What follows belongs to an exercise in optimizing a design on an open flow for small area, a short achievable clock period and few clock cycles; a production flow would make more cautious choices.
RTL that was checked went through simulation tests only; none was proved equivalent to the original.
Power figures rest on the tool's default switching activity, not on a simulated workload.

==> flow/design.v <==
module rvf_curve_builder (
    input  wire        clk,
    input  wire        rst,
    input  wire        start,
    input  wire [6:0]  bw,           
    input  wire [6:0]  bh,           
    output wire        idle,
    output reg         wr_valid,
    output reg  [11:0] wr_addr,      
    output reg  [11:0] wr_data,      
    output reg         done
);
    reg        idle_r;
    reg        su;               
    reg        run;              
    reg        f1, f2;           
    reg [5:0]  w1;               
    reg        k0;               
    reg [5:0]  ox, oy;           
    reg [5:0]  xh;               
    reg [5:0]  yh;               
    reg [11:0] t;                
    reg [5:0]  ty;               
    reg [11:0] rb;               
    reg        ev;               
    reg [5:0]  xa;               
    assign idle = idle_r;
    wire [5:0] h1 = yh;
    wire [5:0] v = w1 | h1;
    wire [5:0] th;               
    genvar gj;
    generate for (gj = 0; gj < 6; gj = gj + 1) begin : g_th
        assign th[gj] = |v[5:gj];
    end endgenerate
    wire [5:0] dw = th & ~w1;    
    wire [5:0] dh = th & ~h1;
    wire [5:0] ox_w = {1'b0, dw[5:1]};
    wire [5:0] oy_w = {1'b0, dh[5:1]};
    wire [6:0] cw = {1'b0, dw} + 7'd1;
    wire [6:0] ch = {1'b0, dh} + 7'd1;
    wire [5:0] xh_w = th & ~cw[6:1];
    wire [5:0] yh_w = th & ~ch[6:1];
    wire [5:0] d1, d0, sw, cp;
    wire [5:0] x, y;
    generate for (gj = 0; gj < 6; gj = gj + 1) begin : g_pos
        assign d1[gj] = t[2*gj+1];
        assign d0[gj] = t[2*gj];
        if (gj == 5) begin : g_top
            assign sw[gj] = k0;
            assign cp[gj] = 1'b0;
        end else begin : g_low
            assign sw[gj] = k0 ^ ((5 - gj) % 2 == 1) ^ (^d1[5:gj+1]) ^ (^d0[5:gj+1]);
            assign cp[gj] = ^(d1[5:gj+1] & d0[5:gj+1]);
        end
        assign x[gj] = d1[gj] ^ cp[gj] ^ (d0[gj] & sw[gj]);
        assign y[gj] = d1[gj] ^ cp[gj] ^ (d0[gj] & ~sw[gj]);
    end endgenerate
    wire [5:0] glx = ~x & ox, elx = ~(x ^ ox);
    wire [5:0] ghx = x & ~xh, ehx = ~(x ^ xh);
    wire [5:0] gly = ~y & oy, ely = ~(y ^ oy);
    wire [5:0] ghy = y & ~yh, ehy = ~(y ^ yh);
    wire [5:0] ltx, gtx, lty, gty, out;
    generate for (gj = 0; gj < 6; gj = gj + 1) begin : g_cmp
        if (gj == 5) begin : g_top
            assign ltx[gj] = glx[gj];
            assign gtx[gj] = ghx[gj];
            assign lty[gj] = gly[gj];
            assign gty[gj] = ghy[gj];
        end else begin : g_low
            assign ltx[gj] = ltx[gj+1] | (glx[gj] & (&elx[5:gj+1]));
            assign gtx[gj] = gtx[gj+1] | (ghx[gj] & (&ehx[5:gj+1]));
            assign lty[gj] = lty[gj+1] | (gly[gj] & (&ely[5:gj+1]));
            assign gty[gj] = gty[gj+1] | (ghy[gj] & (&ehy[5:gj+1]));
        end
        assign out[gj] = ltx[gj] | gtx[gj] | lty[gj] | gty[gj];
    end endgenerate
    wire [6:0] sk;
    assign sk[0] = out[0];
    generate for (gj = 1; gj < 6; gj = gj + 1) begin : g_sk
        assign sk[gj] = out[gj] & ~(|t[2*gj-1:0]);
    end endgenerate
    assign sk[6] = 1'b0;
    wire [11:0] m;
    generate for (gj = 0; gj < 12; gj = gj + 1) begin : g_m
        assign m[gj] = sk[gj/2 + 1];
    end endgenerate
    wire [11:0] tm = t | m;
    wire [11:0] cy;              
    wire [11:0] t_step;
    generate for (gj = 0; gj < 12; gj = gj + 1) begin : g_step
        if (gj == 0) begin : g_b0
            assign cy[gj] = 1'b1;
        end else begin : g_bn
            assign cy[gj] = &tm[gj-1:0];
        end
        assign t_step[gj] = (tm[gj] ^ cy[gj]) & ~m[gj];
    end endgenerate
    wire t_last = &tm;           
    wire [5:0] ty_p = ty + 6'd1;
    wire [5:0] ty_m = ty - 6'd1;
    wire       y_eq = (y == ty);
    wire [5:0] gu = y & ~ty, eu = ~(y ^ ty);
    wire [5:0] upc;              
    generate for (gj = 0; gj < 6; gj = gj + 1) begin : g_up
        if (gj == 5) begin : g_top
            assign upc[gj] = gu[gj];
        end else begin : g_low
            assign upc[gj] = upc[gj+1] | (gu[gj] & (&eu[5:gj+1]));
        end
    end endgenerate
    wire       y_up = upc[0];
    wire       y_dn = ~upc[0] & ~y_eq;
    wire       y_st = ~y_up & ~y_dn;
    wire       near = y_eq | (y == ty_p) | (y == ty_m);
    wire       emit = run & ~out[0];
    wire       stall = emit & ~near;
    wire [11:0] rb_p = rb + {6'd0, w1} + 12'd1;       
    wire [11:0] rb_m = rb + {6'h3f, ~w1};             
    always @(posedge clk) begin
        if (rst) begin
            idle_r   <= 1'b1;
            su       <= 1'b0;
            run      <= 1'b0;
            f1       <= 1'b0;
            f2       <= 1'b0;
            ev       <= 1'b0;
            wr_valid <= 1'b0;
            done     <= 1'b0;
        end else begin
            su       <= idle_r & start;
            f1       <= run & t_last & ~stall;
            f2       <= f1;
            done     <= f2;
            ev       <= emit & near;
            wr_valid <= ev;
            if (idle_r & start) idle_r <= 1'b0;
            if (f2) idle_r <= 1'b1;
            if (su) run <= 1'b1;
            if (run & t_last & ~stall) run <= 1'b0;
        end
        if (idle_r) begin
            w1 <= bw[5:0] - 6'd1;
            yh <= bh[5:0] - 6'd1;
        end
        if (su) begin
            k0 <= ^th;
            ox <= ox_w;
            oy <= oy_w;
            xh <= xh_w;
            yh <= yh_w;
        end
        if (su) begin
            t  <= 12'd0;
            ty <= oy_w;
            rb <= -{6'd0, ox_w};
        end else begin
            if (!stall) t <= t_step;
            ty <= ({6{y_up}} & ty_p) | ({6{y_dn}} & ty_m) | ({6{y_st}} & ty);
            rb <= ({12{y_up}} & rb_p) | ({12{y_dn}} & rb_m) | ({12{y_st}} & rb);
        end
        xa <= x;
        wr_addr <= rb + {6'd0, xa};
        if (su) wr_data <= 12'd0;
        else wr_data <= wr_data + {11'd0, wr_valid};
    end
endmodule
export LEC_CHECK = 0
export ABC_AREA = 1
export CAP_MARGIN = 20
export CORE_MARGIN = 2
export CORE_UTILIZATION = 40
export PLACE_DENSITY = 0.6
export SLEW_MARGIN = 20
create_clock -name core_clock -period 10.0 [get_ports {clk}]
standard.sh (not shown) runs the stock make flow with config.mk's settings and CLKGATE_MAP_FILE= SYNTH_SCRIPT=/design/flow/synth_recipe.tcl, a recipe that flattens the netlist after the stock synthesis.
==> flow/flow/run.sh <==
#!/bin/bash
# The standard layout (standard.sh), with four changes to how it is made:
# - synthesis is synth_recipe.tcl's (synth -nofsm -noshare, flatten, rename)
#   except that its ABC call maps with flow/abc.script, a delay-targeted
#   mapping (1400 ps, two rounds) with area recovery, and Yosys does not extract full and
#   half adders before ABC; registers are mapped as before;
# - timing repair aims at a setup margin of 7.0 ns;
# - the port buffers are sky130_fd_sc_hd__buf_2 cells;
# - clock tree synthesis adds no dummy loads.
# make's full output goes to standard_flow.log, each tool's own log to
# orfs/logs/.
set -euo pipefail
here=$(pwd)
export MY_ABC_SCRIPT=$here/flow/abc.script
bash standard.sh SYNTH_SCRIPT=$here/flow/synth.tcl SETUP_SLACK_MARGIN=7.0 \
  'BUFFER_PORTS_ARGS=-buffer_cell sky130_fd_sc_hd__buf_2' \
  'CTS_ARGS=-sink_clustering_enable -repair_clock_nets -dont_use_dummy_load -buf_list sky130_fd_sc_hd__clkbuf_8' \
  finish > standard_flow.log 2>&1
==> flow/flow/abc.script <==
strash
dc2
dch
map -D 1400
strash
dc2
dch
map -D 1400
topo
stime -c
buffer -c
upsize -c -D 1400
dnsize -c -D 1400
==> flow/flow/synth.tcl <==
proc synth {args} { yosys synth -nofsm -noshare {*}$args }
proc abc {args} {
  set i [lsearch -exact $args -script]
  if { $i >= 0 } {
    set args [lreplace $args $i [expr {$i + 1}] -script $::env(MY_ABC_SCRIPT)]
  }
  puts "abc wrapper: $args"
  yosys abc {*}$args
}
proc extract_fa {args} { puts "extract_fa skipped" }
source $::env(SCRIPTS_DIR)/synth.tcl
# left out here: clear keep_hierarchy, flatten, clean up, hide names made inside functions, write 1_2_yosys.v
Next try:
--- a/flow/design.v
+++ b/flow/design.v
@@ -18,10 +18,12 @@
     reg        k0;               
     reg [5:0]  ox, oy;           
     reg [5:0]  xh;               
     reg [5:0]  yh;               
     reg [11:0] t;                
+    reg        vd;               
+    reg [5:0]  xd, yd;           
     reg [5:0]  ty;               
     reg [11:0] rb;               
     reg        ev;               
     reg [5:0]  xa;               
     assign idle = idle_r;
@@ -53,14 +55,14 @@
             assign cp[gj] = ^(d1[5:gj+1] & d0[5:gj+1]);
         end
         assign x[gj] = d1[gj] ^ cp[gj] ^ (d0[gj] & sw[gj]);
         assign y[gj] = d1[gj] ^ cp[gj] ^ (d0[gj] & ~sw[gj]);
     end endgenerate
-    wire [5:0] glx = ~x & ox, elx = ~(x ^ ox);
-    wire [5:0] ghx = x & ~xh, ehx = ~(x ^ xh);
-    wire [5:0] gly = ~y & oy, ely = ~(y ^ oy);
-    wire [5:0] ghy = y & ~yh, ehy = ~(y ^ yh);
+    wire [5:0] glx = ~xd & ox, elx = ~(xd ^ ox);
+    wire [5:0] ghx = xd & ~xh, ehx = ~(xd ^ xh);
+    wire [5:0] gly = ~yd & oy, ely = ~(yd ^ oy);
+    wire [5:0] ghy = yd & ~yh, ehy = ~(yd ^ yh);
     wire [5:0] ltx, gtx, lty, gty, out;
     generate for (gj = 0; gj < 6; gj = gj + 1) begin : g_cmp
         if (gj == 5) begin : g_top
             assign ltx[gj] = glx[gj];
             assign gtx[gj] = ghx[gj];
@@ -73,13 +75,13 @@
             assign gty[gj] = gty[gj+1] | (ghy[gj] & (&ehy[5:gj+1]));
         end
         assign out[gj] = ltx[gj] | gtx[gj] | lty[gj] | gty[gj];
     end endgenerate
     wire [6:0] sk;
-    assign sk[0] = out[0];
+    assign sk[0] = vd & out[0];
     generate for (gj = 1; gj < 6; gj = gj + 1) begin : g_sk
-        assign sk[gj] = out[gj] & ~(|t[2*gj-1:0]);
+        assign sk[gj] = vd & out[gj] & t[0] & ~(|t[2*gj-1:1]);
     end endgenerate
     assign sk[6] = 1'b0;
     wire [11:0] m;
     generate for (gj = 0; gj < 12; gj = gj + 1) begin : g_m
         assign m[gj] = sk[gj/2 + 1];
@@ -93,28 +95,29 @@
         end else begin : g_bn
             assign cy[gj] = &tm[gj-1:0];
         end
         assign t_step[gj] = (tm[gj] ^ cy[gj]) & ~m[gj];
     end endgenerate
-    wire t_last = &tm;           
+    wire t_last = vd & (sk[1] ? (&tm) : ~(|t));
+    wire bubble = sk[1];         
     wire [5:0] ty_p = ty + 6'd1;
     wire [5:0] ty_m = ty - 6'd1;
-    wire       y_eq = (y == ty);
-    wire [5:0] gu = y & ~ty, eu = ~(y ^ ty);
+    wire       y_eq = (yd == ty);
+    wire [5:0] gu = yd & ~ty, eu = ~(yd ^ ty);
     wire [5:0] upc;              
     generate for (gj = 0; gj < 6; gj = gj + 1) begin : g_up
         if (gj == 5) begin : g_top
             assign upc[gj] = gu[gj];
         end else begin : g_low
             assign upc[gj] = upc[gj+1] | (gu[gj] & (&eu[5:gj+1]));
         end
     end endgenerate
-    wire       y_up = upc[0];
-    wire       y_dn = ~upc[0] & ~y_eq;
+    wire       y_up = vd & upc[0];
+    wire       y_dn = vd & ~upc[0] & ~y_eq;
     wire       y_st = ~y_up & ~y_dn;
-    wire       near = y_eq | (y == ty_p) | (y == ty_m);
-    wire       emit = run & ~out[0];
+    wire       near = y_eq | (yd == ty_p) | (yd == ty_m);
+    wire       emit = run & vd & ~out[0];
     wire       stall = emit & ~near;
     wire [11:0] rb_p = rb + {6'd0, w1} + 12'd1;       
     wire [11:0] rb_m = rb + {6'h3f, ~w1};             
     always @(posedge clk) begin
         if (rst) begin
@@ -122,15 +125,18 @@
             su       <= 1'b0;
             run      <= 1'b0;
             f1       <= 1'b0;
             f2       <= 1'b0;
             ev       <= 1'b0;
+            vd       <= 1'b0;
             wr_valid <= 1'b0;
             done     <= 1'b0;
         end else begin
             su       <= idle_r & start;
             f1       <= run & t_last & ~stall;
+            if (su) vd <= 1'b0;
+            else if (!stall) vd <= ~bubble;
             f2       <= f1;
             done     <= f2;
             ev       <= emit & near;
             wr_valid <= ev;
             if (idle_r & start) idle_r <= 1'b0;
@@ -152,15 +158,19 @@
         if (su) begin
             t  <= 12'd0;
             ty <= oy_w;
             rb <= -{6'd0, ox_w};
         end else begin
-            if (!stall) t <= t_step;
+            if (!stall) begin
+                t  <= t_step;
+                xd <= x;
+                yd <= y;
+            end
             ty <= ({6{y_up}} & ty_p) | ({6{y_dn}} & ty_m) | ({6{y_st}} & ty);
             rb <= ({12{y_up}} & rb_p) | ({12{y_dn}} & rb_m) | ({12{y_st}} & rb);
         end
-        xa <= x;
+        xa <= xd;
         wr_addr <= rb + {6'd0, xa};
         if (su) wr_data <= 12'd0;
         else wr_data <= wr_data + {11'd0, wr_valid};
     end
 endmodule
=> Global-route usage went down by 2.1 points; via count went down by 17%; sequential share of layout area went up by 10 points; combinational power went down by 47%; critical path depth went down by 12; final area went down by 15%; worst setup slack improves by 0.23 ns; die area went down by 3.6%; area after synthesis went down by 3.7%; worst hold slack improves by 0.029 ns; clock skew stays flat; sequential cell count went up by 13; routed wire length went down by 20%.
Testbench counts after the change, summed over its fixed seeds: cycles 157,109.
For the first run of this note, only the layout was checked, not whether the RTL still works.

-- re-timing with driven ports --
In the flow no input, the clock included, has a driving cell. The finished layouts below were timed again as built, in two steps.
Step 1, drivers: a clkbuf_16 drives clk and a buf_2 each remaining input, both assumed.
Step 2, shift: input delay + t, output delay - t, t = (earliest + latest rising clock arrival at the registers) / 2. This alone moves slack from input paths to output paths.
a / b / c = ideal / step 1 / step 2; a / b = the first two.
run	shift t [ns]	setup WS [ns]	hold slack, ns	worst data-port slew with drivers (ns)	cell pins on the clock port's net
the first run	0.424	6.873 / 6.873 / 6.848	0.409 / 0.409 / 0.409	0.03	1
the second run	0.420	7.100 / 7.061 / 6.754	0.438 / 0.438 / 0.438	0.03	1
After both steps setup and hold are still met in every run listed. For the second run, which loses most, drivers alone change the setup slack by -0.039 ns; drivers and shift together by -0.346 ns.
